Source: an optimization exercise on an open RTL-to-GDS flow (aim: a short achievable clock period and few clock cycles). Production flows keep margins and buffers that such runs may drop.
The RTL was checked by simulation tests, not by an equivalence proof against the original design.
Power figures rest on the tool's default switching activity, not on a simulated workload.

**flow/run.sh**
```bash
#!/bin/bash
# synth_recipe.tcl (not shown) runs the flow's synth.tcl, then flattens the netlist and writes it again
# the make line also repeats each setting of config.mk as NAME=value (left out here)
make -C /OpenROAD-flow-scripts/flow DESIGN_CONFIG=/design/flow/config.mk WORK_HOME=/design/flow/orfs CLKGATE_MAP_FILE= SYNTH_SCRIPT=/design/flow/synth_recipe.tcl finish
```
**flow/design.v**
```verilog
module rmap (
    input             clk,
    input             rst,
    input             cmd_valid,
    output            cmd_ready,
    input      [31:0] cmd_word,
    input      [31:0] cmd_data,
    output            rsp_valid,
    input             rsp_ready,
    output reg [3:0]  rsp_status,
    output reg [31:0] rsp_rdata,
    output reg [1:0]  rsp_ebank,
    output reg [6:0]  rsp_eaddr,
    output reg [7:0]  rsp_esel,
    output reg [31:0] rsp_estatus,
    output            bus_req_valid,
    input             bus_req_ready,
    output            bus_req_write,
    output     [6:0]  bus_req_addr,
    output     [7:0]  bus_req_sel,
    output     [15:0] bus_req_wdata,
    input             bus_rsp_valid,
    input      [15:0] bus_rsp_rdata,
    input      [31:0] bus_rsp_status
);
    localparam [6:0] ADDR1    = 7'h60;
    localparam [6:0] ADDR2    = 7'h62;
    localparam [7:0] SEL_BASE = 8'h10;
    localparam [3:0] OP_READ_WORD   = 4'h1;
    localparam [3:0] OP_WRITE_WORD  = 4'h2;
    localparam [3:0] OP_GET_MASK    = 4'h3;
    localparam [3:0] OP_SET_MASK    = 4'h4;
    localparam [3:0] OP_GET_PORT    = 4'h5;
    localparam [3:0] OP_SET_PORT    = 4'h6;
    localparam [3:0] OP_MUX_GET_MASK = 4'h9;
    localparam [3:0] OP_MUX_SET_MASK = 4'hA;
    localparam [3:0] OP_MUX_GET_PORT = 4'hB;
    localparam [3:0] OP_MUX_SET_PORT = 4'hC;
    localparam [3:0] ST_OK          = 4'd0;
    localparam [3:0] ST_TRANSPORT   = 4'd1;
    localparam [3:0] ST_INVALID_SEL = 4'd2;
    localparam [3:0] ST_UNSUPPORTED = 4'd3;
    localparam [3:0] ST_INVALID_CMD = 4'd5;
    localparam [2:0] S_IDLE  = 3'd0;
    localparam [2:0] S_CHECK = 3'd1;
    localparam [2:0] S_REQ   = 3'd2;
    localparam [2:0] S_WAIT  = 3'd3;
    localparam [2:0] S_PROC  = 3'd4;
    localparam [2:0] S_RSP   = 3'd5;
    function [15:0] nswap(input [15:0] w);
        nswap = {w[11:8], w[15:12], w[3:0], w[7:4]};
    endfunction
    reg [2:0]  state;
    reg [31:0] cmd_r;
    reg [31:0] data_r;
    reg        bank_cur;    
    reg        bank_last;
    reg [1:0]  k_cur;       
    reg [1:0]  k_last;
    reg        wr_phase;    
    reg [31:0] acc;         
    reg [15:0] wbuf;        
    reg [15:0] rd_r;        
    reg [31:0] st_r;        
    wire [3:0] op   = cmd_r[3:0];
    wire [3:0] feat = cmd_r[7:4];
    wire [1:0] bank = cmd_r[9:8];
    wire [7:0] idx  = cmd_r[23:16];
    wire       v    = cmd_r[24];
    wire [1:0] f    = feat[1:0];
    wire pol_low  = (f != 2'd0);                  
    wire writable = (f == 2'd0) || (f == 2'd3);   
    wire is_raw      = (op == OP_READ_WORD) || (op == OP_WRITE_WORD);
    wire is_bank_op  = (op >= 4'h1) && (op <= 4'h6);
    wire is_mux_mask = (op == OP_MUX_GET_MASK) || (op == OP_MUX_SET_MASK);
    wire is_mask     = (op == OP_GET_MASK) || (op == OP_SET_MASK) || is_mux_mask;
    wire is_port     = (op == OP_GET_PORT) || (op == OP_SET_PORT) ||
                       (op == OP_MUX_GET_PORT) || (op == OP_MUX_SET_PORT);
    wire is_set      = (op == OP_SET_MASK) || (op == OP_SET_PORT) ||
                       (op == OP_MUX_SET_MASK) || (op == OP_MUX_SET_PORT);
    wire uses_feat   = is_mask || is_port;
    wire reserved_bad = (op == 4'h0) || (op == 4'h7) || (op == 4'h8) || (op >= 4'hD) ||
                        (cmd_r[15:10] != 6'd0) || (cmd_r[31:25] != 7'd0);
    wire bank_bad     = is_bank_op && (bank != 2'd1) && (bank != 2'd2);
    wire feat_bad     = uses_feat && (feat > 4'd3);
    wire port_bad     = (((op == OP_GET_PORT) || (op == OP_SET_PORT)) && (idx >= 8'd16)) ||
                        (((op == OP_MUX_GET_PORT) || (op == OP_MUX_SET_PORT)) && (idx >= 8'd32));
    wire wr_bad       = is_set && !writable;
    wire [7:0]  cur_sel   = is_raw ? idx : (SEL_BASE + {6'd0, k_cur});
    wire [6:0]  cur_addr  = bank_cur ? ADDR2 : ADDR1;
    wire [15:0] rd_logic  = nswap(rd_r);
    wire [4:0]  acc_base  = {(is_mux_mask && bank_cur), k_cur, 2'b00};
    wire [1:0]  slot      = idx[1:0];
    reg [31:0] acc_next;
    reg [15:0] wbuf_next;
    integer s;
    always @(*) begin
        acc_next  = acc;
        wbuf_next = rd_logic;
        for (s = 0; s < 4; s = s + 1) begin
            acc_next[acc_base + s] = rd_logic[4*s + f];
            if (is_mask)
                wbuf_next[4*s + f] = acc[acc_base + s];
            else if (slot == s[1:0])
                wbuf_next[4*s + f] = v ^ pol_low;
        end
    end
    wire last_xact = (k_cur == k_last) && (bank_cur == bank_last);
    assign cmd_ready     = (state == S_IDLE);
    assign rsp_valid     = (state == S_RSP);
    assign bus_req_valid = (state == S_REQ);
    assign bus_req_write = wr_phase;
    assign bus_req_addr  = cur_addr;
    assign bus_req_sel   = cur_sel;
    assign bus_req_wdata = nswap(is_raw ? data_r[15:0] : wbuf);
    always @(posedge clk) begin
        if (rst) begin
            state    <= S_IDLE;
            wr_phase <= 1'b0;
        end else begin
            case (state)
                S_IDLE: begin
                    if (cmd_valid) begin
                        cmd_r  <= cmd_word;
                        data_r <= cmd_data;
                        state  <= S_CHECK;
                    end
                end
                S_CHECK: begin
                    rsp_rdata <= 32'd0;
                    if (reserved_bad) begin
                        rsp_status <= ST_INVALID_CMD;
                        state      <= S_RSP;
                    end else if (bank_bad || feat_bad || port_bad) begin
                        rsp_status <= ST_INVALID_SEL;
                        state      <= S_RSP;
                    end else if (wr_bad) begin
                        rsp_status <= ST_UNSUPPORTED;
                        state      <= S_RSP;
                    end else begin
                        if (is_bank_op) begin
                            bank_cur  <= (bank == 2'd2);
                            bank_last <= (bank == 2'd2);
                        end else if (is_mux_mask) begin
                            bank_cur  <= 1'b0;
                            bank_last <= 1'b1;
                        end else begin
                            bank_cur  <= idx[4];
                            bank_last <= idx[4];
                        end
                        if (is_port) begin
                            k_cur  <= idx[3:2];
                            k_last <= idx[3:2];
                        end else if (is_mask) begin
                            k_cur  <= 2'd0;
                            k_last <= 2'd3;
                        end else begin
                            k_cur  <= 2'd0;
                            k_last <= 2'd0;
                        end
                        wr_phase <= (op == OP_WRITE_WORD);
                        if (is_set)
                            acc <= (is_mux_mask ? data_r : {16'd0, data_r[15:0]}) ^
                                   {32{pol_low}};
                        else
                            acc <= 32'd0;
                        state <= S_REQ;
                    end
                end
                S_REQ: begin
                    if (bus_req_ready)
                        state <= S_WAIT;
                end
                S_WAIT: begin
                    if (bus_rsp_valid) begin
                        rd_r  <= bus_rsp_rdata;
                        st_r  <= bus_rsp_status;
                        state <= S_PROC;
                    end
                end
                S_PROC: begin
                    if (st_r[31]) begin
                        rsp_status  <= ST_TRANSPORT;
                        rsp_ebank   <= bank_cur ? 2'd2 : 2'd1;
                        rsp_eaddr   <= cur_addr;
                        rsp_esel    <= cur_sel;
                        rsp_estatus <= st_r;
                        state       <= S_RSP;
                    end else if (!wr_phase && is_set) begin
                        wbuf     <= wbuf_next;
                        wr_phase <= 1'b1;
                        state    <= S_REQ;
                    end else begin
                        if (!wr_phase)
                            acc <= acc_next;
                        if (last_xact) begin
                            rsp_status <= ST_OK;
                            case (op)
                                OP_READ_WORD:
                                    rsp_rdata <= {16'd0, rd_logic};
                                OP_GET_MASK:
                                    rsp_rdata <= {16'd0, acc_next[15:0] ^ {16{pol_low}}};
                                OP_MUX_GET_MASK:
                                    rsp_rdata <= acc_next ^ {32{pol_low}};
                                OP_GET_PORT, OP_MUX_GET_PORT:
                                    rsp_rdata <= {31'd0, rd_logic[{slot, f}] ^ pol_low};
                                default:
                                    rsp_rdata <= 32'd0;
                            endcase
                            state <= S_RSP;
                        end else begin
                            wr_phase <= 1'b0;
                            if (k_cur != k_last) begin
                                k_cur <= k_cur + 2'd1;
                            end else begin
                                bank_cur <= 1'b1;
                                k_cur    <= 2'd0;
                            end
                            state <= S_REQ;
                        end
                    end
                end
                S_RSP: begin
                    if (rsp_ready)
                        state <= S_IDLE;
                end
                default: state <= S_IDLE;
            endcase
        end
    end
endmodule
```
**flow/constraint.sdc**
```tcl
create_clock -name core_clock -period 6.0 [get_ports {clk}]
set_input_delay 1.2000 -clock core_clock [delete_from_list [all_inputs] [get_ports {clk}]]
set_output_delay 1.2000 -clock core_clock [all_outputs]
set_load 0.01 [all_outputs]
```
**flow/config.mk**
```make
export PLATFORM = sky130hd
export DESIGN_NAME = rmap
export DESIGN_NICKNAME = rmap
export VERILOG_FILES = /design/flow/design.v
export SDC_FILE = /design/flow/constraint.sdc
export NUM_CORES = 4
export LEC_CHECK = 0
export CAP_MARGIN = 20
export CORE_MARGIN = 2
export CORE_UTILIZATION = 40
export PLACE_DENSITY = 0.6
export SLEW_MARGIN = 20
```
==> impl_metrics.py <==
metrics = {
    "clock_tree": {
        "clkLatencyLatePin_ps": 550,
        "cts-buffers-inserted": 28,
        "post_cts.resized_instances": 0,
        "clkSlewWorstSetupHoldPaths_ps": 70,
        "tritoncts": "done",
        "htreeDepth": 1,
        "cts-hold-fix-buffers": 0,
        "cts-root-buf": "clkbuf_16",
        "cts_num_sinks": 246,
        "postCtsSetupRepairBufs": 0,
        "clk_path_buf_depth": 3,
    },
    "layout": {
        "final_nets": 1316,
        "n_antenna_cell": 0,
        "fillers": 2583,
        "regArea_sq_um": 7350,
        "multi_input_area_sq_um": 4220,
        "final_area_sq_um": 15400,
        "utilization": 0.521,
        "area_delta_synth_final_pct": 29.2,
        "drive_gt1_frac": 0.0765,
    },
    "sta": {
        "final_hold_viol_count": 0,
        "period_needed_ps": 4640,
        "post-route-period-util": 0.774,
        "grt_setup_unrepaired": "false",
        "fmax_ghz": 0.215,
        "fin_ws_ps": 1360,
        "worst_pin_slew_ps": 1010,
        "setup_violations": 0,
        "setup_tns_ps": 0,
        "slew_viol_final": 0,
        "max_slew_margin": 0.327,
        "finClkSkew_ps": 15.5,
    },
    "setup_path": {
        "cpMaxStageDelayCell": "edfxtp_1",
        "crit_fanout": 22,
        "critPathArrivalTime_ps": 3440,
        "criticalPathCategory": "reg -> out",
        "critical_path.cell_chain": "xor2_1, nand2_1, nand2_1, nand2_1, clkdlybuf4s50_1",
        "critPathLaunchType": "register",
        "crit_start": "cmd_r[0]",
        "crit_required_ps": 4800,
        "timing.rr.start": "cmd_r[0]",
        "setup.worst_path.end_class": "primary output",
        "max_stage_delay_ps": 790,
        "cpMostUsedCell": "nand2_1",
    },
    "synth": {
        "synth.ff_latch_count": 246,
        "ys_seq_area_frac": 0.617,
        "synth_area_leader_cell": "edfxtp_1",
        "synth_cell_types": 65,
        "synthArstFlopShare": 0,
        "yosys.area.top_type_share": 0.611,
        "synthesis.area_sq_um": 11900,
        "yosys_most_used_dff": "edfxtp_1",
        "synthCells": 976,
        "synth_edf_count": 242,
        "yosysWarnings": 1,
        "synth_area_leaders": "edfxtp_1 (61%), xnor2_1 (4.8%), nand2_1 (4.6%)",
        "avgSynthCellArea_sq_um": 12.2,
    },
    "floorplanning": {
        "dieArea_sq_um": 31100,
        "die_y_um": 176,
        "num_io_pins": 238,
        "start_util": 0.404,
        "dieWidth_um": 176,
        "core-area_sq_um": 29500,
        "num_rows": 63,
    },
    "hold_path": {
        "hp-class": "reg -> reg",
        "worstHoldStart": "st_r[6]",
    },
    "global_route": {
        "grt_usage": 0.214,
        "grt_pass1_wl_mm": 50.6,
        "antenna_found_initial": 0,
        "overflow": 0,
        "grt_pass1_vias": 8596,
        "grt_util_met2": 0.341,
        "use_met1": 0.284,
        "use_met3": 0.0661,
        "top_usage_layer": "met2",
        "grt_max_degree": 58,
    },
    "power_and_ir_drop": {
        "cellPowerDensity_nw_per_um2": 281,
        "clock_power_share": 0.383,
        "p_seq_frac": 0.473,
        "leakage_uw": 0.00518,
        "switching_power_uw": 1090,
        "p_int_uw": 3220,
        "switching_share": 0.254,
        "peakVddDrop_mv": 0.221,
        "combPwrFrac": 0.144,
    },
    "drt": {
        "via_count": 8732,
        "first_iter_violations": 891,
        "dr.pass1.iters": 6,
        "drt-total-wl_mm": 33.7,
        "wl_per_cell_um": 21.2,
        "antenna_left": 0,
        "via_per_inst": 5.48,
        "drc": 0,
    },
    "placed_design": {
        "dpl_cell_area_sq_um": 14500,
        "port_buffers": 223,
        "place.gp.congestion": 0.893,
        "place_ws_ps": 2010,
        "dpl.hpwl_mm": 23.9,
    },
    "job": {
        "max-cap-violations": 0,
    },
    "outcome": {
        "status": "no timing/DRC/antenna violations",
    },
}
[path summary, 6_finish.rpt]
kind / slack (ps) / to / depth (start not counted)
min reg2reg: 410 / rsp_estatus[6] / 0
min: 410 / rsp_estatus[6] / 0
max reg2reg: 2370 / rsp_rdata[12] / 10
max: 1360 / bus_req_wdata[1] / 5
[state kept, by name, indices dropped and copies added, names as in the netlist, 16 cells and up]
| register | flops |
|---|---|
| acc | 32 |
| cmd_r | 32 |
| data_r | 32 |
| rd_r | 16 |
| rsp_estatus | 31 |
| rsp_rdata | 32 |
| st_r | 32 |
| wbuf | 16 |
[kinds of logic (layout without fill, tap and decap cells)]
kind of cell	after synthesis	after routing	synth area share
multiplexers	23	23	0.0344
flip-flops	246	246	0.617
AO/OA/AOI/OAI	207	207	0.120
adder cells (fa/ha/maj)	16	16	0.0168
other	2	14	0.000631
AND/OR/NAND/NOR	314	314	0.122
XOR/XNOR	71	71	0.0523
buffers and inverters	97	312	0.0364
[cell usage in the layout, fill, tap and decap left out, drive strengths merged, types with 5 or more instances in the layout]
master,count
and3,8
nor4,5
nand3,20
buf,14
a32oi,30
clkdlybuf4s50,223
a21boi,5
clkinv,15
nor2b,7
mux4,14
xor2,6
or3,5
nor2,59
o211ai,11
edfxtp,242
clkbuf,33
a31oi,9
conb,14
a22oi,10
and2,6
xnor2,65
o21a,6
nor3,18
mux2i,6
a21oi,24
nand2,147
inv,22
ha,16
nand2b,12
o22ai,36
o21ai,44
[synthesized netlist by cell type (8+ instances only)]
cell / number
edfxtp_1: 242
nand2_1: 147
xnor2_1: 65
nor2_1: 58
o21ai_0: 44
clkbuf_1: 40
o22ai_1: 36
a32oi_1: 30
a21oi_1: 24
inv_1: 20
nand3_1: 20
nor3_1: 18
buf_4: 16
ha_1: 16
mux4_2: 14
nand2b_1: 12
o211ai_1: 11
buf_1: 10
a22oi_1: 9
a31oi_1: 9
and3_1: 8
[power groups by stage]
stage	sequential (uW)	combinational, uW	clock [uW]
floorplan	2060	378	0
global placement	2080	618	0
detailed placement	2080	618	0
CTS	2040	621	1690
global route	2050	675	1760
finish	2040	622	1650
[final cells by class]
class | count | area share
clock buffers | 33 | 0.0482
clock inverters | 18 | 0.00969
inverters | 24 | 0.00586
multi-input cells | 645 | 0.275
flip-flops and latches | 246 | 0.478
well taps | 390 | 0.0317
repair buffers | 237 | 0.152
[per-stage QoR]
stage / std cells / total power, uW / hold slack, ps
5_1_grt: 1593 / 4480 / 422
6_report: 1593 / 4320 / 406
3_3_place_gp: 1542 / 2690 / 401
3_5_place_dp: 1542 / 2690 / 405
2_1_floorplan: 988 / 2430 / 400
4_1_cts: 1593 / 4360 / 409
[critical path, delay by kind of cell, from the launching register on]
family,cells,cell delay (ps)
AND/OR/NAND/NOR,3,1080
flip-flops,1,790
XOR/XNOR,1,550
buffers and inverters,1,470
[per-layer routing]
layer,part of all wire,up-vias
li1,-,4060
met1,0.41,4165
met2,0.46,447
met3,0.10,60
met4,0.024,0
met5,0,-
Testbench counts, summed over its fixed seeds: cycles 57,301.

[port drivers added, routing unchanged]
In the flow no input, the clock included, has a driving cell. The finished layout below was timed again as built, in two steps.
Step 1 sets driving cells, clkbuf_16 on the clock port and buf_2 on the other inputs (assumed; they add their load-dependent delay and slew).
Step 2 moves the port delays by t, midway between the first and last clock arrival at a register: inputs arrive t later, outputs are due t later. That takes back most of the time a late clock gives input paths.
Three values: no drivers, after step 1, after step 2; two values: the first two.
shift t [ns]: 0.591
slack for setup (ns): 1.357 / 1.306 / 1.898
hold slack, ns: 0.406 / 0.406 / 0.406
worst setup path at the end: register to output
latest minus earliest clock arrival (ns): 0.017 / 0.017
After both steps this run still meets setup and hold. For this run, drivers alone change the setup slack by -0.051 ns; drivers and shift together by +0.541 ns.
